Source: an optimization exercise on an open RTL-to-GDS flow (aim: small area, a short achievable clock period and few clock cycles per item). Production flows keep margins and buffers that such runs may drop.
In this exercise RTL edits were held to simulation tests only and were not proved equivalent to the original.
Power and IR drop assume default switching activity.

## flow/design.v (module list and top-level ports; edited modules follow where they fit)
// module dwibus_codec: 1637 lines
// module dw_nor2: 3 lines
// module dw_nand4: 3 lines
// module dw_ao21: 3 lines
// module dw_ai21b: 3 lines
// module dw_xor2: 3 lines
module dwibus_codec (
    input  wire         clk,
    input  wire         rst,         
    input  wire         start,       
    input  wire         op,          
    input  wire [7:0]   self_addr,   
    input  wire [479:0] frame_in,
    output wire         ready,
    output reg          done,        
    output wire [7:0]   status,
    output wire [7:0]   crc,
    output wire [479:0] frame_out
);
  // ...
==> flow/flow/run.sh <==
#!/bin/bash
# Own layout flow: the standard flow, with each port buffered by the
# smallest buffer (buf_1) instead of the one buffer_ports picks by default.
set -euo pipefail
bash standard.sh "BUFFER_PORTS_ARGS=-buffer_cell sky130_fd_sc_hd__buf_1" finish > standard_flow.log 2>&1
==> flow/standard.sh <==
#!/bin/bash
# synth_recipe.tcl (not shown) runs the flow's synth.tcl, then flattens the netlist and writes it again
# the make line also repeats each setting of config.mk as NAME=value (left out here)
make -C /OpenROAD-flow-scripts/flow DESIGN_CONFIG=/design/flow/config.mk WORK_HOME=/design/flow/orfs CLKGATE_MAP_FILE= SYNTH_SCRIPT=/design/flow/synth_recipe.tcl "${@:-finish}"
==> flow/config.mk <==
export PLATFORM = sky130hd
export DESIGN_NAME = dwibus_codec
export DESIGN_NICKNAME = dwibus_codec
export VERILOG_FILES = /design/flow/design.v
export SDC_FILE = /design/flow/constraint.sdc
export NUM_CORES = 4
export LEC_CHECK = 0
export CAP_MARGIN = 20
export CORE_AREA = 10 10 290 290
export CTS_BUF_LIST = sky130_fd_sc_hd__clkbuf_4 sky130_fd_sc_hd__clkbuf_8
export DIE_AREA = 0 0 300 300
export PLACE_DENSITY = 0.6
export SETUP_SLACK_MARGIN = 2.1
export SLEW_MARGIN = 20
export SYNTH_HIERARCHICAL = 1
export SYNTH_MINIMUM_KEEP_SIZE = 0
==> flow/constraint.sdc <==
create_clock -name core_clock -period 5.0 [get_ports {clk}]
set_input_delay 1.0000 -clock core_clock [delete_from_list [all_inputs] [get_ports {clk}]]
set_output_delay 1.0000 -clock core_clock [all_outputs]
set_load 0.01 [all_outputs]
==> impl_metrics.env, run 1 <==
export IMPL_outcome="finished clean"
export IMPL_busiest_layer="met2"
export IMPL_synth_xor_area_share_pct=31.6
export IMPL_power_density_nw_per_um2=548
export IMPL_p_leak_nw=10.6
export IMPL_global_route_usage_met2_pct=34.6
export IMPL_crit_buf_inv=1
export IMPL_core_um2=77600
export IMPL_timing_final_crit_share_pct=55.5
export IMPL_via_per_inst=4.12
export IMPL_clock_area_share_pct=6.22
export IMPL_ys_seq_elements=487
export IMPL_tightest_slew_ns=0.928
export IMPL_dr_total_vias=14500
export IMPL_drive_gt1_share_pct=7.78
export IMPL_holdPathStages=1
export IMPL_top_layer="met5"
export IMPL_cpPeakStageDelay_ns=0.42
export IMPL_slew_viol_final=0
export IMPL_crit_end="ps_q[1]"
export IMPL_intPower_w=0.00972
export IMPL_hold_buffers=0
export IMPL_multi_input_area_share_pct=26.6
export IMPL_grt_pass1_wl_um=120000
export IMPL_setup_viol=0
export IMPL_cts_buffers=85
export IMPL_cts_sinks=487
export IMPL_rrSetupSlack_ns=2.23
export IMPL_fin_nets=2901
export IMPL_wl_met1_um=33300
export IMPL_largest_register_ff_count=440
export IMPL_yosys_warnings=7
export IMPL_seq_area_um2=14200
export IMPL_startpoint_type="input pin"
export IMPL_power_leader="combinational cells"
export IMPL_peakVddDrop_v=0.000283
export IMPL_post_cts_setup_buffer_count=1
export IMPL_synth_adder_area_share_pct=0
export IMPL_yosysTopAreaCell="edfxtp_1"
export IMPL_crit_path_end_kind="flip-flop"
export IMPL_portBuffers=953
Testbench counts, summed over its fixed seeds: cycles 3,840, frames 1,920.
==> inputs of run 2 (changes only) <==
--- a/flow/config.mk
+++ b/flow/config.mk
@@ -10,7 +10,7 @@
 export CTS_BUF_LIST = sky130_fd_sc_hd__clkbuf_4 sky130_fd_sc_hd__clkbuf_8
 export DIE_AREA = 0 0 300 300
 export PLACE_DENSITY = 0.6
-export SETUP_SLACK_MARGIN = 2.1
+export SETUP_SLACK_MARGIN = 2.5
 export SLEW_MARGIN = 20
 export SYNTH_HIERARCHICAL = 1
 export SYNTH_MINIMUM_KEEP_SIZE = 0
==> run 2 against run 1 <==
Net effect: still clean; cell area grew 5.3%; critical path depth fell by 3; clock skew fell by 0.0095 ns; synthesized cell count did not move; critical endpoint is now status[0].
==> impl_metrics.env, run 2 <==
export IMPL_outcome="finished clean"
export IMPL_rr_startpoint="img[129]"
export IMPL_dr_total_vias=14700
export IMPL_slew_viol_final=0
export IMPL_fp_dieH_um=300
export IMPL_die_w_um=300
export IMPL_yosysTopAreaCell="edfxtp_1"
export IMPL_cts_tree="built"
export IMPL_ys_flop_type="edfxtp_1"
export IMPL_core_um2=77600
export IMPL_clock_root_buffer="clkbuf_8"
export IMPL_cts_htree_levels=3
export IMPL_hold_viol_final=0
export IMPL_clk_latency_ns=0.67
export IMPL_fin_nets=2966
export IMPL_timing_final_crit_share_pct=52.6
export IMPL_drtPass1Iterations=5
export IMPL_cp_required_ns=4.00
export IMPL_crit_fanout=4
export IMPL_drc=0
export IMPL_critPathArrivalTime_ns=1.63
export IMPL_peakVddDrop_v=0.000303
export IMPL_rrSetupSlack_ns=2.55
export IMPL_placed_area_um2=26600
export IMPL_start_util_pct=28.1
export IMPL_track_usage_pct=18.9
export IMPL_final_instance_count_excl_fill=3586
export IMPL_crit_chain="nor2_1 -> nand4_1 -> buf_6 -> a21o_1 -> buf_6"
export IMPL_grt_pass1_wl_um=120000
export IMPL_rows=102
export IMPL_drt_wl_total_um=90300
export IMPL_finClkSkew_ns=0.0343
export IMPL_portBuffers=953
export IMPL_synth_cell_types=29
export IMPL_hp_class="reg2reg"
export IMPL_yosysSeqAreaShare_pct=65.2
export IMPL_setup_viol=0
export IMPL_yosys_warnings=7
export IMPL_cpPeakStageDelay_ns=0.30
export IMPL_async_flop_share_pct=0
export IMPL_p_leak_nw=11.2
export IMPL_synth_enable_flop_cells=445
export IMPL_cap_violations=0
export IMPL_largest_register_ff_count=440
export IMPL_overflow=0
export IMPL_cp_startpoint="syn_q[7]"
export IMPL_final_util_pct=38.9
export IMPL_post_dp_hpwl_um=75600
export IMPL_cts_buffers=88
export IMPL_mostFrequentLayoutCell="buf_1"
export IMPL_tightest_slew_ns=1.00
export IMPL_crit_path_end_kind="primary output"
export IMPL_routedWlPerCell_um=25.2
export IMPL_tns_ns=0
export IMPL_power_density_nw_per_um2=551
export IMPL_layout_common_cells="buf_1, xor2_1, edfxtp_1"
export IMPL_grt_setup_unrepaired="true"
export IMPL_r2r_cells=10
export IMPL_top_register="img"
export IMPL_ys_seq_elements=487
export IMPL_synthTopCellsByArea="edfxtp_1, xor2_1, dfxtp_1"
export IMPL_slowest_stage="dfxtp_1"
export IMPL_num_io_pins=990
export IMPL_clkTransAtPathRegs_ns=0.07
export IMPL_dieArea_um2=90000
export IMPL_via_per_inst=4.09
export IMPL_yosys_cell_count_top_type="xor2_1"
export IMPL_r2r_end="crc_q[6]"
export IMPL_syn_area_per_cell_um2=15.9
export IMPL_syn_area_um2=21800
export IMPL_cts_sinks=487
export IMPL_worstSetupPathType="reg2out"
export IMPL_fin_area_um2=30200
export IMPL_grt_pass1_vias=15900
export IMPL_antenna_found_initial=15
export IMPL_fillCellCount=7597
export IMPL_startpoint_type="flip-flop"
export IMPL_finalCriticalPeriod_ns=2.63
export IMPL_cts_max_path_buffers=3
export IMPL_slew_headroom_pct=33.3
export IMPL_drive_gt1_share_pct=14.3
export IMPL_placedCellCount=3359
export IMPL_gp_congestion=0.902
export IMPL_crit_end="status[0]"
export IMPL_ant_nets=0
export IMPL_grt_max_degree=150
export IMPL_crit_path_frequent_cell="buf_6"
export IMPL_synth_top_area_share_pct=61.4
export IMPL_first_iter_violations=878
export IMPL_timing_fmax_mhz=380
export IMPL_area_growth_pct=38.5
export IMPL_synth_commonest_cells="xor2_1, edfxtp_1, buf_4"
export IMPL_syn_inst=1369
==> run 2: worst min-delay path by stage <==
stage / startpoint / to / slack (ns) / depth (start not counted)
2_1_floorplan: busy / busy / 0.42 / 1
3_3_place_gp: busy / busy / 0.42 / 1
3_5_place_dp: busy / busy / 0.43 / 1
4_1_cts: frame_in[130] / img[114] / 0.39 / 1
5_1_grt: frame_in[130] / img[114] / 0.42 / 1
6_report: busy / busy / 0.44 / 1
==> run 2: through the flow <==
stage	hold slack (ns)	power, W	setup slack, ns
floorplan	0.416	0.0102	-2.46
global placement	0.424	0.0120	1.58
detailed placement	0.430	0.0121	1.56
CTS	0.391	0.0166	2.26
global route	0.423	0.0177	2.26
finish	0.436	0.0166	2.37
==> run 2: critical path, delay by kind of cell, from the launching register on <==
| kind | cells | cell delay, ns |
|---|---|---|
| compound gates | 1 | 0.17 |
| buf+inv | 2 | 0.27 |
| flops | 1 | 0.30 |
| simple gates | 2 | 0.24 |
==> run 2: kinds of logic (layout without fill, tap and decap cells) <==
logic type	count (synthesis)	after routing	synth area share, %
compound gates	12	12	0.465
xor+xnor	785	785	31.6
buf+inv	47	1188	1.57
flops	487	487	65.2
other cells	2	38	0.0345
simple gates	36	36	1.11
==> run 2: final cells by class <==
class	instances	area, um2	area share (%)
clock inverter	43	400	1.33
multi-input combinational	869	8540	28.3
sequential	487	14200	47.1
antenna	2	5.00	0.0166
clock buffer	117	1440	4.78
tap	1040	1300	4.32
timing repair buffer	1026	4250	14.1
inverter	2	11.3	0.0373
==> run 2: power breakdown <==
part	internal (W)	switching [W]	total [W]
clock	0.00221	0.00177	0.00398
combinational	0.00296	0.00427	0.00723
sequential	0.00509	0.000312	0.00541
total	0.0103	0.00635	0.0166
==> run 2: repair_timing <==
| item | CTS | global route |
|---|---|---|
| hold buffers | 0 | 0 |
| gates resized for setup | 104 | 61 |
| pin swaps | 30 | 33 |
| setup endpoints to repair | 39 | 37 |
| buffers inserted | 40 | 25 |
==> run 2: layer usage <==
metal / vias to the layer above / part of all wire (%) / global-route usage (%)
li1: 6716 / - / -
met1: 7131 / 37 / 21.4
met2: 707 / 52 / 34.0
met3: 113 / 8.7 / 6.29
met4: 12 / 1.9 / 4.60
met5: - / 0.089 / 0
==> run 2: Yosys stat by module, one instance, submodules excluded <==
module / cells / area (um2) / flops+latches / times used
dw_ao21: 1 / 7.51 / 0 / 2
dw_nand4: 1 / 6.26 / 0 / 1
dw_ai21b: 1 / 11.3 / 0 / 2
dwibus_codec: 583 / 14900 / 487 / 1
dw_nor2: 1 / 3.75 / 0 / 4
dw_xor2: 1 / 8.76 / 0 / 777
==> inputs of run 3 (changes only) <==
--- a/flow/config.mk
+++ b/flow/config.mk
@@ -10,7 +10,7 @@
 export CTS_BUF_LIST = sky130_fd_sc_hd__clkbuf_4 sky130_fd_sc_hd__clkbuf_8
 export DIE_AREA = 0 0 300 300
 export PLACE_DENSITY = 0.6
-export SETUP_SLACK_MARGIN = 2.5
+export SETUP_SLACK_MARGIN = 2.7
 export SLEW_MARGIN = 20
 export SYNTH_HIERARCHICAL = 1
 export SYNTH_MINIMUM_KEEP_SIZE = 0
==> run 3 against run 2 <==
Net effect: non-clock buffer count rose by 149; first-iteration DRC count fell by 7.1%; power rose by 9.2%; register-to-register slack got worse by 0.03 ns; sequential power barely moved; maximum frequency fell by 4.9%; hold slack improved by 0.058 ns; worst setup slack got worse by 0.14 ns; synthesized area did not move; sequential cell count did not move; sequential share of layout area fell by 5.1 points; highest routed layer unchanged.
==> impl_metrics.env, run 3 <==
export IMPL_crit_family="buffers and inverters"
export IMPL_via_per_inst=4.17
export IMPL_ys_seq_elements=487
export IMPL_portBuffers=953
export IMPL_cp_required_ns=4.00
export IMPL_seq_power_share_pct=29.7
export IMPL_timing_final_crit_share_pct=55.3
export IMPL_layout_common_cells="buf_1, xor2_1, edfxtp_1"
export IMPL_peakVddDrop_v=0.000367
export IMPL_track_usage_pct=19.8
export IMPL_antenna_found_initial=15
export IMPL_crit_path_end_kind="primary output"
export IMPL_fp_dieH_um=300
export IMPL_yosysTopAreaCell="edfxtp_1"
export IMPL_core_um2=77600
export IMPL_syn_inst=1369
export IMPL_finClkSkew_ns=0.0474
export IMPL_synth_commonest_cells="xor2_1, edfxtp_1, buf_4"
export IMPL_slowest_stage="dfxtp_1"
export IMPL_top_register="img"
export IMPL_clock_root_buffer="clkbuf_8"
export IMPL_clk_latency_ns=0.68
export IMPL_crit_buf_inv=3
export IMPL_critPathArrivalTime_ns=1.77
export IMPL_ys_flop_type="edfxtp_1"
export IMPL_synthTopCellsByArea="edfxtp_1, xor2_1, dfxtp_1"
export IMPL_syn_area_um2=21800
export IMPL_fin_nets=3114
export IMPL_synth_enable_flop_cells=445
export IMPL_tns_ns=0
export IMPL_hold_viol_final=0
export IMPL_first_iter_violations=816
export IMPL_syn_area_per_cell_um2=15.9
export IMPL_rows=102
export IMPL_mostFrequentLayoutCell="buf_1"
export IMPL_grt_pass1_vias=17400
export IMPL_yosys_warnings=7
export IMPL_synth_top_area_share_pct=61.4
export IMPL_cts_tree="built"
export IMPL_start_util_pct=28.1
export IMPL_hp_class="in2reg"
export IMPL_timing_fmax_mhz=362
export IMPL_gp_congestion=1.01
export IMPL_outcome="finished clean"
export IMPL_power_switching_w=0.00708
export IMPL_worstSetupPathType="reg2out"
export IMPL_power_density_nw_per_um2=536
export IMPL_drc=0
export IMPL_routedWlPerCell_um=25.6
export IMPL_intPower_w=0.0111
export IMPL_cts_buffers=87
export IMPL_yosys_cell_count_top_type="xor2_1"
export IMPL_num_io_pins=990
export IMPL_p_leak_nw=13.2
export IMPL_holdWs_ns=0.494
export IMPL_crit_chain="nor2_1 -> nand4_1 -> buf_6 -> buf_6 -> a21o_1 -> buf_6"
export IMPL_dieArea_um2=90000
export IMPL_dp_slack_ns=1.50
export IMPL_ant_nets=0
export IMPL_pwr_share_clk_pct=21.0
export IMPL_cts_htree_levels=3
export IMPL_tightest_slew_ns=0.739
export IMPL_overflow=0
export IMPL_post_dp_hpwl_um=77500
export IMPL_dr_total_vias=15500
export IMPL_grt_max_degree=144
export IMPL_yosysSeqAreaShare_pct=65.2
export IMPL_drt_wl_total_um=95500
export IMPL_setup_viol=0
export IMPL_sw_frac_of_total_pct=39.0
export IMPL_startpoint_type="flip-flop"
export IMPL_cpPeakStageDelay_ns=0.30
export IMPL_slew_headroom_pct=50.8
export IMPL_finalCriticalPeriod_ns=2.77
export IMPL_crit_fanout=3
export IMPL_drive_gt1_share_pct=35.4
export IMPL_die_w_um=300
export IMPL_clkTransAtPathRegs_ns=0.07
export IMPL_crit_path_frequent_cell="buf_6"
export IMPL_synth_cell_types=29
export IMPL_async_flop_share_pct=0
export IMPL_grt_pass1_wl_um=128000
export IMPL_finalWorstSetupSlack_ns=2.23
export IMPL_grt_setup_unrepaired="true"
export IMPL_cap_violations=0
export IMPL_final_util_pct=43.6
export IMPL_largest_register_ff_count=440
export IMPL_slew_viol_final=0
export IMPL_p_total_w=0.0181
export IMPL_power_frac_comb_pct=49.3
export IMPL_drtPass1Iterations=5
export IMPL_cts_sinks=487
export IMPL_cts_max_path_buffers=3
export IMPL_area_growth_pct=55.5
-- run 3: stage by stage --
stage	instances	area, um2
after global routing	3730	33900
after floorplan	1403	22000
after detailed placement	3358	26600
after CTS	3677	31800
final	3731	33900
after global placement	3358	26600
-- run 3: logic make-up after synthesis --
family	Yosys count	share of synthesized area, %
xor gates and xnor gates	785	31.6
DFF	487	65.2
buffers and inverters	47	1.57
and+or+nand+nor	36	1.11
AOI/OAI and AO/OA	12	0.465
other	2	0.0345
-- run 3: repair_timing --
item,CTS,global route
hold buffers,0,0
buffers inserted,163,51
pin swaps,93,136
gates resized for setup,510,331
setup endpoints to repair,368,393
gates cloned,0,1
-- run 3: final timing paths --
path	startpoint	endpoint	slack, ns	cells past startpoint
worst max-delay path	syn_q[5]	status[4]	2.23	6
worst min-delay path	frame_in[359]	img[343]	0.49	1
worst max register to register	img[29]	syn_q[1]	2.52	8
worst min register to register	busy	busy	0.53	2
-- run 3: modules after synthesis (local to each module, per instance) --
module        flops+latches  times used
dw_ai21b                  0           2
dw_ao21                   0           2
dw_nand4                  0           1
dw_nor2                   0           4
dw_xor2                   0         777
dwibus_codec            487           1
-- run 3: worst reg2reg max path, cell delays in order (launching register included) --
cell	delay [ns]
edfxtp_1	0.51
xor2_1	0.31
xor2_2	0.31
buf_4	0.19
xor2_1	0.20
xor2_1	0.23
xor2_1	0.31
xor2_2	0.20
xor2_1	0.18
-- run 3: routing by layer --
layer  global-route usage (%)  wire length, um  vias up  share of wire [%]
li1                         -                -     6863                  -
met1                     21.1            33700     7754                 35
met2                     36.9            51400      760                 54
met3                     6.16             7530      154                7.9
met4                     6.17             2710       14                2.8
met5                        0               96        -               0.10
-- run 3: final cells by class --
cell class              count  area (um2)
fillers                  7069       43700
flip-flops and latches    487       14200
multi-input cells         869        9980
repair buffers           1175        6600
clock buffers             109        1390
well taps                1040        1300
clock inverters            47         364
inverters                   2        11.3
diodes                      2        5.00
-- run 3: power groups by stage --
stage               clock (W)  sequential [W]  combinational [W]
floorplan                   0         0.00555            0.00464
global placement            0         0.00547            0.00663
detailed placement          0         0.00548            0.00670
CTS                   0.00393         0.00540            0.00797
global route          0.00409         0.00543            0.00967
finish                0.00381         0.00539            0.00895
==> inputs of run 4 (changes only) <==
--- a/flow/config.mk
+++ b/flow/config.mk
@@ -10,7 +10,7 @@
 export CTS_BUF_LIST = sky130_fd_sc_hd__clkbuf_4 sky130_fd_sc_hd__clkbuf_8
 export DIE_AREA = 0 0 300 300
 export PLACE_DENSITY = 0.6
-export SETUP_SLACK_MARGIN = 2.7
+export SETUP_SLACK_MARGIN = 2.2
 export SLEW_MARGIN = 20
 export SYNTH_HIERARCHICAL = 1
 export SYNTH_MINIMUM_KEEP_SIZE = 0
==> run 4 against run 3 <==
Net effect: power down 13%; still clean; critical path type unchanged; sequential share of layout area up 7.4 points; via count down 5.8%; hold slack worse by 0.011 ns; sequential power about the same; synthesized area unchanged; utilization down 6.5 points; cell area down 15%; final cell count down 5.3%.
==> impl_metrics.env, run 4 <==
export IMPL_portBuffers=953
export IMPL_worstSetupPathType="reg2out"
export IMPL_hold_viol_final=0
export IMPL_yosysSeqAreaShare_pct=65.2
export IMPL_p_leak_nw=10.7
export IMPL_syn_area_um2=21800
export IMPL_synthTopCellsByArea="edfxtp_1, xor2_1, dfxtp_1"
export IMPL_cpPeakStageDelay_ns=0.30
export IMPL_slew_viol_final=0
export IMPL_core_um2=77600
export IMPL_final_instance_count_excl_fill=3533
export IMPL_outcome="finished clean"
export IMPL_die_w_um=300
export IMPL_ant_nets=0
export IMPL_hp_class="in2reg"
export IMPL_routedWlPerCell_um=25.5
export IMPL_hold_buffers=0
export IMPL_fillCellCount=7717
export IMPL_p_total_w=0.0157
export IMPL_yosys_warnings=7
export IMPL_start_util_pct=28.1
export IMPL_crit_fanout=4
export IMPL_synth_simple_area_share_pct=1.11
export IMPL_synth_compound_area_share_pct=0.465
export IMPL_drc=0
export IMPL_wl_met2_um=47400
export IMPL_mostFrequentLayoutCell="buf_1"
export IMPL_placedCellCount=3357
export IMPL_post_dp_hpwl_um=76900
export IMPL_finalCriticalPeriod_ns=2.68
export IMPL_largest_register_ff_count=440
export IMPL_ys_seq_elements=487
export IMPL_fp_dieH_um=300
export IMPL_synth_xor_area_share_pct=31.6
export IMPL_setup_viol=0
export IMPL_synthMuxAreaShare_pct=0
export IMPL_rows=102
export IMPL_peakVddDrop_v=0.000284
export IMPL_ys_flop_type="edfxtp_1"
export IMPL_slowest_stage="dfxtp_1"
export IMPL_top_register="img"
export IMPL_clkTransAtPathRegs_ns=0.06
export IMPL_grt_max_degree=145
export IMPL_drt_wl_total_um=90200
export IMPL_cts_sinks=487
export IMPL_gp_congestion=0.875
export IMPL_rrSetupSlack_ns=2.36
export IMPL_slew_headroom_pct=37.8
export IMPL_antenna_found_initial=20
export IMPL_grt_pass1_wl_um=120000
export IMPL_placed_area_um2=26500
export IMPL_tightest_slew_ns=0.932
export IMPL_yosys_cell_count_top_type="xor2_1"
export IMPL_cp_required_ns=4.00
export IMPL_layout_common_cells="buf_1, xor2_1, edfxtp_1"
export IMPL_crit_chain="nor2_1 -> nand4_1 -> buf_4 -> a21boi_2 -> buf_1"
export IMPL_track_usage_pct=18.9
export IMPL_routed_wl_met3_um=7660
export IMPL_critPathArrivalTime_ns=1.68
export IMPL_dr_total_vias=14600
export IMPL_syn_inst=1369
export IMPL_via_per_inst=4.15
export IMPL_crit_family="buffers and inverters"
export IMPL_cts_buffers=85
export IMPL_clock_root_buffer="clkbuf_8"
export IMPL_holdWs_ns=0.483
export IMPL_crit_buf_inv=2
export IMPL_overflow=0
export IMPL_synth_cell_types=29
export IMPL_fin_area_um2=28800
export IMPL_cts_htree_levels=3
export IMPL_num_io_pins=990
export IMPL_fin_nets=2907
export IMPL_synth_adder_area_share_pct=0
export IMPL_clk_latency_ns=0.69
export IMPL_timing_fmax_mhz=373
export IMPL_grt_setup_unrepaired="false"
export IMPL_dieArea_um2=90000
export IMPL_grt_pass1_vias=15600
export IMPL_synth_enable_flop_cells=445
export IMPL_startpoint_type="flip-flop"
export IMPL_synth_top_area_share_pct=61.4
export IMPL_cts_tree="built"
export IMPL_timing_final_crit_share_pct=53.7
export IMPL_power_density_nw_per_um2=547
export IMPL_syn_area_per_cell_um2=15.9
export IMPL_drtPass1Iterations=5
export IMPL_yosysTopAreaCell="edfxtp_1"
export IMPL_cts_max_path_buffers=3
export IMPL_wl_met1_um=33400
export IMPL_async_flop_share_pct=0
export IMPL_drive_gt1_share_pct=8.60
export IMPL_first_iter_violations=906
export IMPL_cap_violations=0
export IMPL_synth_top_family_by_area="XOR/XNOR gates"
export IMPL_synth_commonest_cells="xor2_1, edfxtp_1, buf_4"
export IMPL_crit_path_end_kind="primary output"
export IMPL_finClkSkew_ns=0.0419
export IMPL_area_growth_pct=32.3
export IMPL_top_layer="met5"
export IMPL_final_util_pct=37.1
[run 4: report_power, final]
group	internal (W)	leakage (nW)	total (W)	switching (W)
Clock	0.00212	0.937	0.00383	0.00171
Combinational	0.00254	4.84	0.00654	0.00400
Sequential	0.00509	4.92	0.00538	0.000285
Total	0.00975	10.7	0.0157	0.00600
[run 4: per-layer routing]
| layer | global-route usage [%] | vias up |
|---|---|---|
| met4 | 4.19 | 10 |
| met1 | 21.2 | 7084 |
| met2 | 34.6 | 757 |
| li1 | - | 6679 |
| met5 | 0 | - |
| met3 | 6.03 | 116 |
[run 4: area by class of cell]
class	instances	area [um2]	share of cell area (%)
sequential	487	14200	49.3
multi-input combinational	869	7730	26.8
timing repair buffer	969	3750	13.0
clock buffer	128	1520	5.27
tap	1040	1300	4.52
clock inverter	31	264	0.917
antenna	6	15.0	0.0521
inverter	2	11.3	0.0391
timing repair inverter	1	5.00	0.0174
[run 4: worst paths after layout]
kind,startpoint,end,depth (start not counted)
worst max register to register,img[302],crc_q[1],7
worst min register to register,busy,busy,1
worst min-delay path,frame_in[424],img[408],1
worst max-delay path,syn_q[3],status[2],5
[run 4: cell families (layout without fill, tap and decap cells)]
family                    Yosys count  after routing
AOI/OAI and AO/OA                  12             12
DFF                               487            487
and+or+nand+nor                    36             36
buffers and inverters              47           1131
xor gates and xnor gates          785            785
other                               2             42
[run 4: per-module statistics from Yosys, one instance, submodules excluded]
module | cell area (um2) | cells inside | times used
dw_ai21b | 11.3 | 1 | 2
dw_ao21 | 7.51 | 1 | 2
dw_nand4 | 6.26 | 1 | 1
dw_nor2 | 3.75 | 1 | 4
dw_xor2 | 8.76 | 1 | 777
dwibus_codec | 14900 | 583 | 1
[run 4: stage by stage]
| stage | setup TNS (ns) | setup WS (ns) |
|---|---|---|
| finish | 0 | 2.32 |
| global route | 0 | 2.18 |
| CTS | 0 | 1.89 |
| detailed placement | 0 | 1.45 |
| global placement | 0 | 1.40 |
| floorplan | -1098.33 | -2.46 |
[run 4: what timing repair did]
item,CTS,global route
pin swaps,3,7
resized for setup,30,20
setup endpoints to repair,32,18
buffers inserted,1,9
cloned,1,0
==> inputs of run 5 (changes only) <==
--- a/flow/config.mk
+++ b/flow/config.mk
@@ -10,7 +10,7 @@
 export CTS_BUF_LIST = sky130_fd_sc_hd__clkbuf_4 sky130_fd_sc_hd__clkbuf_8
 export DIE_AREA = 0 0 300 300
 export PLACE_DENSITY = 0.6
-export SETUP_SLACK_MARGIN = 2.2
+export SETUP_SLACK_MARGIN = 2.4
 export SLEW_MARGIN = 20
 export SYNTH_HIERARCHICAL = 1
 export SYNTH_MINIMUM_KEEP_SIZE = 0
==> run 5 against run 4 <==
Net effect: register-to-register slack gained 0.08 ns; combinational power grew 4.3%; maximum frequency shrank 2.3%; power grew 3.5%; sequential share of layout area shrank 1.1 points; synthesized area is the same; critical path type unchanged.
==> impl_metrics.env, run 5 <==
export IMPL_cap_violations=0
export IMPL_seq_area_um2=14200
export IMPL_critPathArrivalTime_ns=1.75
export IMPL_hold_buffers=0
export IMPL_layout_common_cells="buf_1, xor2_1, edfxtp_1"
export IMPL_start_util_pct=28.1
export IMPL_power_density_nw_per_um2=553
export IMPL_ys_seq_elements=487
export IMPL_timing_fmax_mhz=364
export IMPL_fillCellCount=7610
export IMPL_die_w_um=300
export IMPL_setup_viol=0
export IMPL_startpoint_type="flip-flop"
export IMPL_hp_class="reg2reg"
export IMPL_slowest_stage="dfxtp_1"
export IMPL_slew_headroom_pct=54.2
export IMPL_top_register="img"
export IMPL_antenna_found_initial=19
export IMPL_fin_nets=2920
export IMPL_area_growth_pct=35.3
export IMPL_dp_slack_ns=1.51
export IMPL_grt_pass1_vias=15700
export IMPL_drive_gt1_share_pct=10.7
export IMPL_drc=0
export IMPL_dr_total_vias=14600
export IMPL_gp_congestion=0.897
export IMPL_grt_pass1_wl_um=119000
export IMPL_cts_tree="built"
export IMPL_final_util_pct=38.0
export IMPL_crit_path_end_kind="primary output"
export IMPL_crit_family="buffers and inverters"
export IMPL_hold_viol_final=0
export IMPL_crit_chain="nor2_2 -> nand4_1 -> buf_6 -> a21boi_4 -> buf_6"
export IMPL_tns_ns=0
export IMPL_finalWorstSetupSlack_ns=2.25
export IMPL_portBuffers=953
export IMPL_cts_htree_levels=3
export IMPL_timing_final_crit_share_pct=55.0
export IMPL_track_usage_pct=18.8
export IMPL_yosysSeqAreaShare_pct=65.2
export IMPL_syn_area_um2=21800
export IMPL_crit_fanout=4
export IMPL_first_iter_violations=906
export IMPL_holdPathStages=1
export IMPL_drt_wl_total_um=89800
export IMPL_yosysTopAreaCell="edfxtp_1"
export IMPL_p_total_w=0.0163
export IMPL_finalCriticalPeriod_ns=2.75
export IMPL_post_dp_hpwl_um=75100
export IMPL_r2r_cells=8
export IMPL_clock_root_buffer="clkbuf_8"
export IMPL_cp_required_ns=4.00
export IMPL_finClkSkew_ns=0.0378
export IMPL_crit_path_frequent_cell="buf_6"
export IMPL_overflow=0
export IMPL_fp_dieH_um=300
export IMPL_outcome="finished clean"
export IMPL_synth_top_area_share_pct=61.4
export IMPL_largest_register_ff_count=440
export IMPL_drtPass1Iterations=5
export IMPL_multi_input_area_um2=8050
export IMPL_yosys_cell_count_top_type="xor2_1"
export IMPL_tightest_slew_ns=0.684
export IMPL_routedWlPerCell_um=25.4
export IMPL_syn_inst=1369
export IMPL_synth_commonest_cells="xor2_1, edfxtp_1, buf_4"
export IMPL_yosys_warnings=7
export IMPL_clkTransAtPathRegs_ns=0.06
export IMPL_crit_buf_inv=2
export IMPL_async_flop_share_pct=0
export IMPL_peakVddDrop_v=0.000355
export IMPL_slew_viol_final=0
export IMPL_placedCellCount=3357
export IMPL_via_per_inst=4.12
export IMPL_cts_buffers=86
export IMPL_worstSetupPathType="reg2out"
export IMPL_grt_setup_unrepaired="true"
export IMPL_synth_cell_types=29
export IMPL_rows=102
export IMPL_cts_max_path_buffers=3
export IMPL_syn_area_per_cell_um2=15.9
export IMPL_ys_flop_type="edfxtp_1"
export IMPL_final_instance_count_excl_fill=3542
export IMPL_cp_num_cells=5
export IMPL_grt_max_degree=177
export IMPL_clk_latency_ns=0.68
export IMPL_dieArea_um2=90000
export IMPL_synthTopCellsByArea="edfxtp_1, xor2_1, dfxtp_1"
export IMPL_mostFrequentLayoutCell="buf_1"
export IMPL_p_leak_nw=11.0
export IMPL_num_io_pins=990
export IMPL_core_um2=77600
export IMPL_synth_enable_flop_cells=445
export IMPL_ant_nets=0
export IMPL_cpPeakStageDelay_ns=0.30
export IMPL_cts_sinks=487
## run 5: cell counts after synthesis
Identical to the previous run, type by type.
## run 5: report_power, final
part / internal, W / total [W] / leakage (nW) / switching [W]
clock: 0.00235 / 0.00409 / 0.986 / 0.00174
sequential: 0.00509 / 0.00538 / 4.92 / 0.000295
combinational: 0.00268 / 0.00682 / 5.05 / 0.00414
## run 5: worst paths after layout
kind / startpoint / to / slack (ns)
min: busy / busy / 0.43
min reg2reg: busy / busy / 0.43
max reg2reg: img[254] / syn_q[4] / 2.44
max: syn_q[6] / status[1] / 2.25
## run 5: final cells by class
class / instances / area share, %
clock inverter: 41 / 1.60
antenna: 6 / 0.0510
clock buffer: 115 / 4.84
sequential: 487 / 48.2
tap: 1040 / 4.42
multi-input combinational: 869 / 27.3
timing repair buffer: 982 / 13.5
inverter: 2 / 0.0382
## run 5: cell families (layout without fill, tap and decap cells)
kind of cell | after synthesis | after routing | share of synthesized area, %
flip-flops | 487 | 487 | 65.2
XOR/XNOR | 785 | 785 | 31.6
other | 2 | 42 | 0.0345
buffers and inverters | 47 | 1140 | 1.57
AO/OA/AOI/OAI | 12 | 12 | 0.465
AND/OR/NAND/NOR | 36 | 36 | 1.11
## run 5: per-stage QoR
| step | area (um2) | hold WS, ns |
|---|---|---|
| detailed placement | 26600 | 0.428 |
| finish | 29500 | 0.434 |
| CTS | 29100 | 0.395 |
| global placement | 26600 | 0.425 |
| floorplan | 21900 | 0.416 |
| global route | 29400 | 0.416 |
## run 5: repair_timing
| action | 4_1_cts | 5_1_grt |
|---|---|---|
| setup buffers | 11 | 9 |
| cloned | 2 | 1 |
| endpoints found under the setup margin | 28 | 203 |
| resized for setup | 70 | 33 |
| pin swaps | 12 | 15 |
## run 5: metal layers
layer / global-route usage (%) / vias to the layer above / share of wire (%)
met2: 32.3 / 732 / 50
met1: 21.0 / 7012 / 37
met3: 6.97 / 145 / 9.2
met5: 0 / - / 0.063
met4: 7.24 / 10 / 3.7
li1: - / 6692 / -
## run 5: per-module statistics from Yosys, one instance, submodules excluded
module	flops+latches	cell area [um2]	times used
dwibus_codec	487	14900	1
dw_xor2	0	8.76	777
dw_ao21	0	7.51	2
dw_nand4	0	6.26	1
dw_ai21b	0	11.3	2
dw_nor2	0	3.75	4
==> inputs of run 6 (changes only) <==
--- a/flow/config.mk
+++ b/flow/config.mk
@@ -10,7 +10,7 @@
 export CTS_BUF_LIST = sky130_fd_sc_hd__clkbuf_4 sky130_fd_sc_hd__clkbuf_8
 export DIE_AREA = 0 0 300 300
 export PLACE_DENSITY = 0.6
-export SETUP_SLACK_MARGIN = 2.4
+export SETUP_SLACK_MARGIN = 2.3
 export SLEW_MARGIN = 20
 export SYNTH_HIERARCHICAL = 1
 export SYNTH_MINIMUM_KEEP_SIZE = 0
==> run 6 against run 5 <==
Net effect: still clean; hold slack better by 0.014 ns; final cell count is 0.31% lower; wire length is 0.99% higher; first-iteration DRC count is 4.9% lower; clock power is 4% lower; cell area is 1.7% lower; largest cell class unchanged.
==> impl_metrics.env, run 6 <==
export IMPL_outcome="finished clean"
export IMPL_ys_seq_elements=487
export IMPL_crit_chain="nor2_2 -> nand4_1 -> buf_6 -> a21o_1 -> buf_6"
export IMPL_num_io_pins=990
export IMPL_power_density_nw_per_um2=551
export IMPL_dieArea_um2=90000
export IMPL_slowest_stage="dfxtp_1"
export IMPL_cts_sinks=487
export IMPL_finClkSkew_ns=0.0556
export IMPL_grt_setup_unrepaired="true"
export IMPL_timing_fmax_mhz=377
export IMPL_syn_inst=1369
export IMPL_post_dp_hpwl_um=76900
export IMPL_cpPeakStageDelay_ns=0.31
export IMPL_slew_viol_final=0
export IMPL_drive_gt1_share_pct=9.20
export IMPL_yosys_warnings=7
export IMPL_dr_total_vias=14600
export IMPL_die_w_um=300
export IMPL_grt_max_degree=141
export IMPL_ys_flop_type="edfxtp_1"
export IMPL_largest_register_ff_count=440
export IMPL_cts_buffers=87
export IMPL_yosysSeqAreaShare_pct=65.2
export IMPL_crit_path_frequent_cell="buf_6"
export IMPL_p_leak_nw=10.8
export IMPL_seq_area_um2=14200
export IMPL_synth_commonest_cells="xor2_1, edfxtp_1, buf_4"
export IMPL_placed_area_um2=26500
export IMPL_syn_area_per_cell_um2=15.9
export IMPL_grt_pass1_wl_um=121000
export IMPL_drtPass1Iterations=5
export IMPL_setup_viol=0
export IMPL_peakVddDrop_v=0.000274
export IMPL_crit_fanout=4
export IMPL_startpoint_type="flip-flop"
export IMPL_synth_top_area_share_pct=61.4
export IMPL_gp_congestion=0.892
export IMPL_timing_final_crit_share_pct=53.0
export IMPL_mostFrequentLayoutCell="buf_1"
export IMPL_critPathArrivalTime_ns=1.65
export IMPL_cp_startpoint="syn_q[2]"
export IMPL_crit_path_end_kind="primary output"
export IMPL_yosys_cell_count_top_type="xor2_1"
export IMPL_first_iter_violations=862
export IMPL_slew_headroom_pct=41.9
export IMPL_via_per_inst=4.14
export IMPL_clkTransAtPathRegs_ns=0.06
export IMPL_multi_input_area_um2=7820
export IMPL_fin_area_um2=29000
export IMPL_core_um2=77600
export IMPL_hp_start="busy"
export IMPL_hold_viol_final=0
export IMPL_syn_area_um2=21800
export IMPL_fin_nets=2913
export IMPL_track_usage_pct=19.1
export IMPL_ant_nets=0
export IMPL_worstSetupPathType="reg2out"
export IMPL_synth_cell_types=29
export IMPL_area_growth_pct=33.0
export IMPL_antenna_found_initial=15
export IMPL_holdWs_ns=0.448
export IMPL_cts_max_path_buffers=3
export IMPL_fillCellCount=7741
export IMPL_crit_buf_inv=2
export IMPL_cts_htree_levels=3
export IMPL_finalWorstSetupSlack_ns=2.35
export IMPL_dp_slack_ns=1.50
export IMPL_drt_wl_total_um=90700
export IMPL_overflow=0
export IMPL_cap_violations=0
export IMPL_finalCriticalPeriod_ns=2.65
export IMPL_clock_root_buffer="clkbuf_8"
export IMPL_cp_required_ns=4.00
export IMPL_portBuffers=953
export IMPL_yosysTopAreaCell="edfxtp_1"
export IMPL_tightest_slew_ns=0.872
export IMPL_start_util_pct=28.1
export IMPL_grt_pass1_vias=15700
export IMPL_layout_common_cells="buf_1, xor2_1, edfxtp_1"
export IMPL_rr_startpoint="img[431]"
export IMPL_tns_ns=0
export IMPL_top_register="img"
export IMPL_rows=102
export IMPL_cts_tree="built"
export IMPL_clk_latency_ns=0.71
export IMPL_hp_class="reg2reg"
export IMPL_routedWlPerCell_um=25.7
export IMPL_synthTopCellsByArea="edfxtp_1, xor2_1, dfxtp_1"
export IMPL_synth_enable_flop_cells=445
export IMPL_crit_family="flip-flops"
export IMPL_drc=0
export IMPL_async_flop_share_pct=0
export IMPL_fp_dieH_um=300
==> run 6: final timing paths <==
check | slack [ns] | depth (start not counted) | end
setup / recovery | 2.35 | 5 | status[4]
hold / removal | 0.45 | 1 | busy
setup reg to reg | 2.42 | 7 | crc_q[1]
hold reg to reg | 0.45 | 1 | busy
==> run 6: modules after synthesis (local to each module, per instance) <==
module	flip-flops and latches	cell area, um2	times used
dw_nand4	0	6.26	1
dw_xor2	0	8.76	777
dw_ao21	0	7.51	2
dwibus_codec	487	14900	1
dw_ai21b	0	11.3	2
dw_nor2	0	3.75	4
==> run 6: routing by layer <==
metal	share of wire [%]	global-route usage, %
met1	38	21.6
met2	52	34.2
met3	8.0	5.71
met4	2.4	5.57
met5	0.071	0
==> run 6: layout make-up <==
type                    count  share of cell area (%)
clock inverters            40                    1.34
multi-input cells         869                    27.0
inverters                   2                  0.0389
flip-flops and latches    487                    49.1
diodes                      2                  0.0173
clock buffers             117                    4.91
well taps                1040                    4.49
repair buffers            974                    13.2
==> run 6: metrics by stage <==
step / util (%) / power, W / std cells
after global routing: 37.3 / 0.0170 / 3529
after detailed placement: 34.2 / 0.0121 / 3358
after floorplan: - / 0.0102 / 1403
after CTS: 37.0 / 0.0162 / 3520
after global placement: 34.2 / 0.0120 / 3358
final: 37.3 / 0.0160 / 3531
==> run 6: cells by family (layout without fill, tap and decap cells) <==
| logic type | count (synthesis) | in the layout | synth area share (%) |
|---|---|---|---|
| other | 2 | 38 | 0.0345 |
| AO/OA/AOI/OAI | 12 | 12 | 0.465 |
| buffers and inverters | 47 | 1133 | 1.57 |
| XOR/XNOR | 785 | 785 | 31.6 |
| flip-flops | 487 | 487 | 65.2 |
| AND/OR/NAND/NOR | 36 | 36 | 1.11 |
==> run 6: power by group <==
part	internal (W)	switching [W]
clock	0.00215	0.00179
sequential	0.00509	0.000292
combinational	0.00260	0.00404
total	0.00984	0.00612
==> run 6: what timing repair did <==
item	in CTS	in global routing
setup buffers	5	9
hold buffers	0	0
gates cloned	0	0
setup endpoints to repair	23	23
pin swaps	3	9
gates resized for setup	46	25
hold endpoints to repair	0	0
==> inputs of run 7 (changes only) <==
--- a/flow/config.mk
+++ b/flow/config.mk
@@ -9,6 +9,7 @@
 export CORE_AREA = 10 10 290 290
 export CTS_BUF_LIST = sky130_fd_sc_hd__clkbuf_4 sky130_fd_sc_hd__clkbuf_8
 export DIE_AREA = 0 0 300 300
+export GPL_ROUTABILITY_DRIVEN = 0
 export PLACE_DENSITY = 0.6
 export SETUP_SLACK_MARGIN = 2.3
 export SLEW_MARGIN = 20
==> run 7 against run 6 <==
Net effect: final cell count up 0.11%; register-to-register slack is essentially flat; critical endpoint unchanged; sequential share of layout area about the same.
==> impl_metrics.env, run 7 <==
export IMPL_outcome="finished clean"
export IMPL_ant_nets=0
export IMPL_dieArea_um2=90000
export IMPL_p_total_w=0.0158
export IMPL_die_w_um=300
export IMPL_seq_area_um2=14200
export IMPL_async_flop_share_pct=0
export IMPL_fin_area_um2=29000
export IMPL_synthTopCellsByArea="edfxtp_1, xor2_1, dfxtp_1"
export IMPL_drc=0
export IMPL_portBuffers=953
export IMPL_start_util_pct=28.1
export IMPL_crit_path_frequent_cell="buf_6"
export IMPL_grt_setup_unrepaired="true"
export IMPL_rr_startpoint="img[200]"
export IMPL_yosysTopAreaCell="edfxtp_1"
export IMPL_global_route_usage_met2_pct=33.1
export IMPL_critPathArrivalTime_ns=1.63
export IMPL_synth_enable_flop_cells=445
export IMPL_cp_required_ns=4.00
export IMPL_met3_usage_pct=7.40
export IMPL_area_growth_pct=33.1
export IMPL_first_iter_violations=808
export IMPL_cpPeakStageDelay_ns=0.30
export IMPL_crit_fanout=4
export IMPL_drive_gt1_share_pct=9.11
export IMPL_p_leak_nw=10.8
export IMPL_clock_root_buffer="clkbuf_8"
export IMPL_crit_buf_inv=2
export IMPL_cts_max_path_buffers=3
export IMPL_synth_commonest_cells="xor2_1, edfxtp_1, buf_4"
export IMPL_largest_register_ff_count=440
export IMPL_yosysSeqAreaShare_pct=65.2
export IMPL_clkTransAtPathRegs_ns=0.06
export IMPL_cts_tree="built"
export IMPL_mostFrequentLayoutCell="buf_1"
export IMPL_finalCriticalPeriod_ns=2.63
export IMPL_overflow=0
export IMPL_synth_top_area_share_pct=61.4
export IMPL_track_usage_pct=19.1
export IMPL_final_util_pct=37.4
export IMPL_holdWs_ns=0.434
export IMPL_cts_htree_levels=3
export IMPL_slew_headroom_pct=35.9
export IMPL_multi_input_area_um2=7840
export IMPL_synth_cell_types=29
export IMPL_ys_flop_type="edfxtp_1"
export IMPL_timing_fmax_mhz=381
export IMPL_power_density_nw_per_um2=546
export IMPL_grt_pass1_vias=15700
export IMPL_crit_family="flip-flops"
export IMPL_num_io_pins=990
export IMPL_finClkSkew_ns=0.0537
export IMPL_slowest_stage="dfxtp_1"
export IMPL_dr_total_vias=14600
export IMPL_post_dp_hpwl_um=76700
export IMPL_r2r_cells=7
export IMPL_cap_violations=0
export IMPL_holdPathEnd="busy"
export IMPL_startpoint_type="flip-flop"
export IMPL_fp_dieH_um=300
export IMPL_hold_viol_final=0
export IMPL_cts_buffers=86
export IMPL_fin_nets=2911
export IMPL_top_register="img"
export IMPL_busiest_layer="met2"
export IMPL_cts_sinks=487
export IMPL_drtPass1Iterations=5
export IMPL_routedWlPerCell_um=25.6
export IMPL_timing_final_crit_share_pct=52.5
export IMPL_r2r_end="syn_q[3]"
export IMPL_holdPathStages=1
export IMPL_hp_class="reg2reg"
export IMPL_clk_latency_ns=0.70
export IMPL_grt_pass1_wl_um=121000
export IMPL_worstSetupPathType="reg2out"
export IMPL_syn_area_um2=21800
export IMPL_setup_viol=0
export IMPL_layout_common_cells="buf_1, xor2_1, edfxtp_1"
export IMPL_hp_start="busy"
export IMPL_slew_viol_final=0
export IMPL_fillCellCount=7647
export IMPL_yosys_cell_count_top_type="xor2_1"
export IMPL_rrSetupSlack_ns=2.42
export IMPL_use_met1_pct=20.6
export IMPL_antenna_found_initial=17
export IMPL_syn_inst=1369
export IMPL_grt_max_degree=149
export IMPL_crit_chain="nor2_2 -> nand4_1 -> buf_6 -> a21o_1 -> buf_6"
export IMPL_core_um2=77600
export IMPL_syn_area_per_cell_um2=15.9
export IMPL_via_per_inst=4.13
export IMPL_peakVddDrop_v=0.000257
export IMPL_yosys_warnings=7
export IMPL_crit_path_end_kind="primary output"
export IMPL_rows=102
export IMPL_ys_seq_elements=487
export IMPL_tightest_slew_ns=0.961
export IMPL_placed_area_um2=26500
export IMPL_drt_wl_total_um=90700
==> run 7: cell families (layout without fill, tap and decap cells) <==
logic type,Yosys count,after routing,synth area share [%]
buffers and inverters,47,1135,1.57
flip-flops,487,487,65.2
other,2,40,0.0345
XOR/XNOR,785,785,31.6
AO/OA/AOI/OAI,12,12,0.465
AND/OR/NAND/NOR,36,36,1.11
==> run 7: worst max path at each step <==
| stage | from | endpoint | slack, ns | cells past startpoint |
|---|---|---|---|---|
| floorplan | busy | chk_q | -2.46 | 1 |
| global placement | frame_in[92] | ps2_q[6] | 1.50 | 8 |
| detailed placement | frame_in[92] | ps2_q[6] | 1.56 | 8 |
| CTS | syn_q[3] | status[4] | 2.25 | 5 |
| global route | syn_q[6] | status[4] | 2.28 | 5 |
| finish | syn_q[3] | status[4] | 2.37 | 5 |
==> run 7: layer usage <==
metal	part of all wire (%)	up-vias
met5	0.12	-
met4	3.8	16
met3	9.8	147
met2	50	752
met1	36	6982
li1	-	6692
==> run 7: cell type report <==
| type | instances | share of cell area [%] |
|---|---|---|
| diodes | 4 | 0.0345 |
| clock buffers | 122 | 5.17 |
| clock inverters | 38 | 0.906 |
| inverters | 2 | 0.0388 |
| multi-input cells | 869 | 27.1 |
| flip-flops and latches | 487 | 49.0 |
| well taps | 1040 | 4.49 |
| repair buffers | 973 | 13.3 |
==> run 7: modules after synthesis (local to each module, per instance) <==
module        cells  times used
dwibus_codec    583           1
dw_ao21           1           2
dw_nor2           1           4
dw_ai21b          1           2
dw_xor2           1         777
dw_nand4          1           1
==> run 7: stage by stage <==
stage / setup TNS (ns) / setup WS (ns) / instances
4_1_cts: 0 / 2.25 / 3524
3_5_place_dp: 0 / 1.56 / 3356
3_3_place_gp: 0 / 1.50 / 3356
5_1_grt: 0 / 2.28 / 3533
2_1_floorplan: -1098.33 / -2.46 / 1403
6_report: 0 / 2.37 / 3535
==> run 7: what timing repair did <==
item | 4_1_cts | 5_1_grt
buffers inserted | 6 | 7
hold buffers | 0 | 0
setup endpoints to repair | 22 | 27
gates resized for setup | 46 | 27
pin swaps | 5 | 9
gates cloned | 2 | 0
==> run 7: where the power goes <==
part / total, W / internal (W) / switching [W]
clock: 0.00380 / 0.00206 / 0.00174
combinational: 0.00664 / 0.00260 / 0.00403
sequential: 0.00539 / 0.00509 / 0.000298
==> inputs of run 8 (changes only) <==
--- a/flow/config.mk
+++ b/flow/config.mk
@@ -6,10 +6,9 @@
 export NUM_CORES = 4
 export LEC_CHECK = 0
 export CAP_MARGIN = 20
-export CORE_AREA = 10 10 290 290
+export CORE_AREA = 8 8 274 274
 export CTS_BUF_LIST = sky130_fd_sc_hd__clkbuf_4 sky130_fd_sc_hd__clkbuf_8
-export DIE_AREA = 0 0 300 300
-export GPL_ROUTABILITY_DRIVEN = 0
+export DIE_AREA = 0 0 282 282
 export PLACE_DENSITY = 0.6
 export SETUP_SLACK_MARGIN = 2.3
 export SLEW_MARGIN = 20
==> run 8 against run 7 <==
Net effect: hold slack better by 0.050 ns; critical path type unchanged; sequential power hardly changed; die area is 12% lower; synthesized cell count stayed put; largest power group unchanged; critical path depth stayed put; first-iteration DRC count is 11% higher; clock power is 2% lower; register-to-register slack worse by 0.04 ns; via count is 1.8% higher; final cell count is 2.5% lower; power is 0.42% higher; cell area is 0.38% lower.
==> impl_metrics.env, run 8 <==
export IMPL_final_instance_count_excl_fill=3446
export IMPL_crit_path_end_kind="primary output"
export IMPL_synth_cell_types=29
export IMPL_clkTransAtPathRegs_ns=0.06
export IMPL_cts_max_path_buffers=3
export IMPL_grt_pass1_vias=15900
export IMPL_crit_path_frequent_cell="buf_6"
export IMPL_wl_met1_um=33600
export IMPL_ys_seq_elements=487
export IMPL_cts_tree="built"
export IMPL_cp_required_ns=4.00
export IMPL_yosysSeqAreaShare_pct=65.2
export IMPL_mostFrequentLayoutCell="buf_1"
export IMPL_slew_headroom_pct=38.6
export IMPL_core_um2=70000
export IMPL_synth_top_family_by_area="XOR/XNOR gates"
export IMPL_dr_total_vias=14800
export IMPL_synth_compound_area_share_pct=0.465
export IMPL_crit_buf_inv=2
export IMPL_die_w_um=282
export IMPL_hold_buffers=0
export IMPL_cpPeakStageDelay_ns=0.31
export IMPL_fin_area_um2=28900
export IMPL_finalWorstSetupSlack_ns=2.36
export IMPL_cp_num_cells=5
export IMPL_largest_register_ff_count=440
export IMPL_timing_final_crit_share_pct=52.7
export IMPL_dp_slack_ns=1.39
export IMPL_wl_met2_um=47600
export IMPL_track_usage_pct=21.4
export IMPL_outcome="finished clean"
export IMPL_placedCellCount=3258
export IMPL_first_iter_violations=900
export IMPL_fin_nets=2916
export IMPL_routedWlPerCell_um=26.4
export IMPL_clock_root_buffer="clkbuf_8"
export IMPL_finalCriticalPeriod_ns=2.64
export IMPL_grt_setup_unrepaired="true"
export IMPL_synth_enable_flop_cells=445
export IMPL_hp_class="reg2reg"
export IMPL_synth_top_area_share_pct=61.4
export IMPL_drc=0
export IMPL_yosysTopAreaCell="edfxtp_1"
export IMPL_async_flop_share_pct=0
export IMPL_holdPathStages=1
export IMPL_drive_gt1_share_pct=9.49
export IMPL_ant_nets=0
export IMPL_power_density_nw_per_um2=550
export IMPL_start_util_pct=31.1
export IMPL_r2r_cells=7
export IMPL_synthMuxAreaShare_pct=0
export IMPL_drtPass1Iterations=5
export IMPL_tightest_slew_ns=0.922
export IMPL_holdWs_ns=0.484
export IMPL_cts_htree_levels=3
export IMPL_placed_area_um2=26400
export IMPL_synth_simple_area_share_pct=1.11
export IMPL_timing_fmax_mhz=379
export IMPL_top_layer="met5"
export IMPL_slew_viol_final=0
export IMPL_synthTopCellsByArea="edfxtp_1, xor2_1, dfxtp_1"
export IMPL_syn_area_um2=21800
export IMPL_final_util_pct=41.2
export IMPL_grt_max_degree=168
export IMPL_finClkSkew_ns=0.0413
export IMPL_cts_buffers=86
export IMPL_dieArea_um2=79500
export IMPL_peakVddDrop_v=0.000294
export IMPL_top_register="img"
export IMPL_critPathArrivalTime_ns=1.64
export IMPL_yosys_cell_count_top_type="xor2_1"
export IMPL_num_io_pins=990
export IMPL_routed_wl_met3_um=7780
export IMPL_hold_viol_final=0
export IMPL_crit_family="flip-flops"
export IMPL_overflow=0
export IMPL_grt_pass1_wl_um=120000
export IMPL_synth_adder_area_share_pct=0
export IMPL_area_growth_pct=32.6
export IMPL_synth_xor_area_share_pct=31.6
export IMPL_crit_chain="nor2_2 -> nand4_1 -> buf_6 -> a21o_1 -> buf_6"
export IMPL_post_dp_hpwl_um=77300
export IMPL_gp_congestion=0.953
export IMPL_syn_area_per_cell_um2=15.9
export IMPL_setup_viol=0
export IMPL_layout_common_cells="buf_1, xor2_1, edfxtp_1"
export IMPL_rrSetupSlack_ns=2.38
export IMPL_crit_fanout=4
export IMPL_worstSetupPathType="reg2out"
export IMPL_drt_wl_total_um=91100
export IMPL_p_leak_nw=10.8
export IMPL_fillCellCount=6784
export IMPL_slowest_stage="dfxtp_2"
export IMPL_synth_commonest_cells="xor2_1, edfxtp_1, buf_4"
export IMPL_syn_inst=1369
export IMPL_startpoint_type="flip-flop"
export IMPL_cap_violations=0
export IMPL_cts_sinks=487
export IMPL_yosys_warnings=7
export IMPL_clk_latency_ns=0.67
export IMPL_portBuffers=953
export IMPL_rows=97
export IMPL_ys_flop_type="edfxtp_1"
export IMPL_fp_dieH_um=282
export IMPL_antenna_found_initial=15
export IMPL_via_per_inst=4.31
run 8: cell counts after synthesis:
No cell type changed its count.
run 8: Yosys stat by module (local to each module, per instance):
module | flip-flops and latches | cell area, um2 | copies in the design
dw_nand4 | 0 | 6.26 | 1
dw_xor2 | 0 | 8.76 | 777
dwibus_codec | 487 | 14900 | 1
dw_ai21b | 0 | 11.3 | 2
dw_nor2 | 0 | 3.75 | 4
dw_ao21 | 0 | 7.51 | 2
run 8: final cells by class:
type                            count  area [um2]  area share [%]
Sequential cell                   487       14200            49.2
Multi-Input combinational cell    869        7900            27.4
Timing Repair Buffer              978        3830            13.3
Clock buffer                      120        1450            5.03
Tap cell                          940        1180            4.07
Clock inverter                     42         279           0.966
Antenna cell                        8        20.0          0.0693
Inverter                            2        11.3          0.0390
run 8: repair_timing:
| action | 4_1_cts | 5_1_grt |
|---|---|---|
| setup endpoints to repair | 23 | 18 |
| pin swaps | 4 | 11 |
| buffers inserted | 3 | 15 |
| resized for setup | 55 | 28 |
run 8: through the flow:
step	total power [W]	TNS, ns
global route	0.0169	0
detailed placement	0.0121	0
finish	0.0159	0
CTS	0.0160	0
global placement	0.0120	0
floorplan	0.0102	-1098.33
run 8: worst paths after layout:
path,start,end
max,syn_q[6],status[0]
max reg2reg,img[85],crc_q[7]
min,busy,busy
min reg2reg,busy,busy
run 8: logic make-up (layout without fill, tap and decap cells):
group / count (synthesis) / in the layout
other: 2 / 44
buffers and inverters: 47 / 1142
AND/OR/NAND/NOR: 36 / 36
flip-flops: 487 / 487
AO/OA/AOI/OAI: 12 / 12
XOR/XNOR: 785 / 785
run 8: power by group:
| group | switching, W | internal (W) | leakage (nW) |
|---|---|---|---|
| Sequential | 0.000285 | 0.00509 | 4.92 |
| Clock | 0.00171 | 0.00200 | 0.910 |
| Combinational | 0.00418 | 0.00262 | 4.93 |
| Total | 0.00618 | 0.00971 | 10.8 |
run 8: routing by layer:
metal,vias up,global-route usage (%)
met5,-,0
met4,6,6.09
met3,117,6.02
met2,733,38.7
met1,7305,24.6
li1,6687,-

-- port drivers added, routing unchanged --
No port has a modelled driver above. Below, the same layouts with a new extraction and two added sets of constraints. Step 1 sets driving cells, clkbuf_16 on the clock port and buf_2 on the other inputs (assumed; they add their load-dependent delay and slew). Step 2 times the ports against the registers' clock, not the clock port: input delays grow and output delays shrink by t, the midpoint of the rising clock arrivals with the driver on. Slacks: ideal / step 1 / step 2; pairs: ideal / step 1.
| run | t, ns | setup WS [ns] | slew at the worst register clock pin (ns) | worst slew at a driven data input, ns |
|---|---|---|---|---|
| run 1 | 0.733 | 2.227 / 2.228 / 1.526 | 0.06 / 0.06 | 0.24 |
| run 2 | 0.714 | 2.372 / 2.312 / 1.872 | 0.07 / 0.07 | 0.23 |
| run 3 | 0.726 | 2.235 / 2.177 / 2.020 | 0.07 / 0.07 | 0.22 |
| run 4 | 0.734 | 2.317 / 2.249 / 1.665 | 0.07 / 0.07 | 0.24 |
| run 5 | 0.720 | 2.252 / 2.195 / 1.760 | 0.07 / 0.07 | 0.23 |
| run 6 | 0.742 | 2.348 / 2.292 / 1.698 | 0.07 / 0.07 | 0.19 |
| run 7 | 0.722 | 2.373 / 2.317 / 1.755 | 0.07 / 0.07 | 0.20 |
| run 8 | 0.709 | 2.365 / 2.312 / 1.628 | 0.07 / 0.07 | 0.21 |
After both steps every run listed still meets setup and hold. For run 8, which loses most, drivers alone change the setup slack by -0.053 ns; drivers and shift together by -0.737 ns.
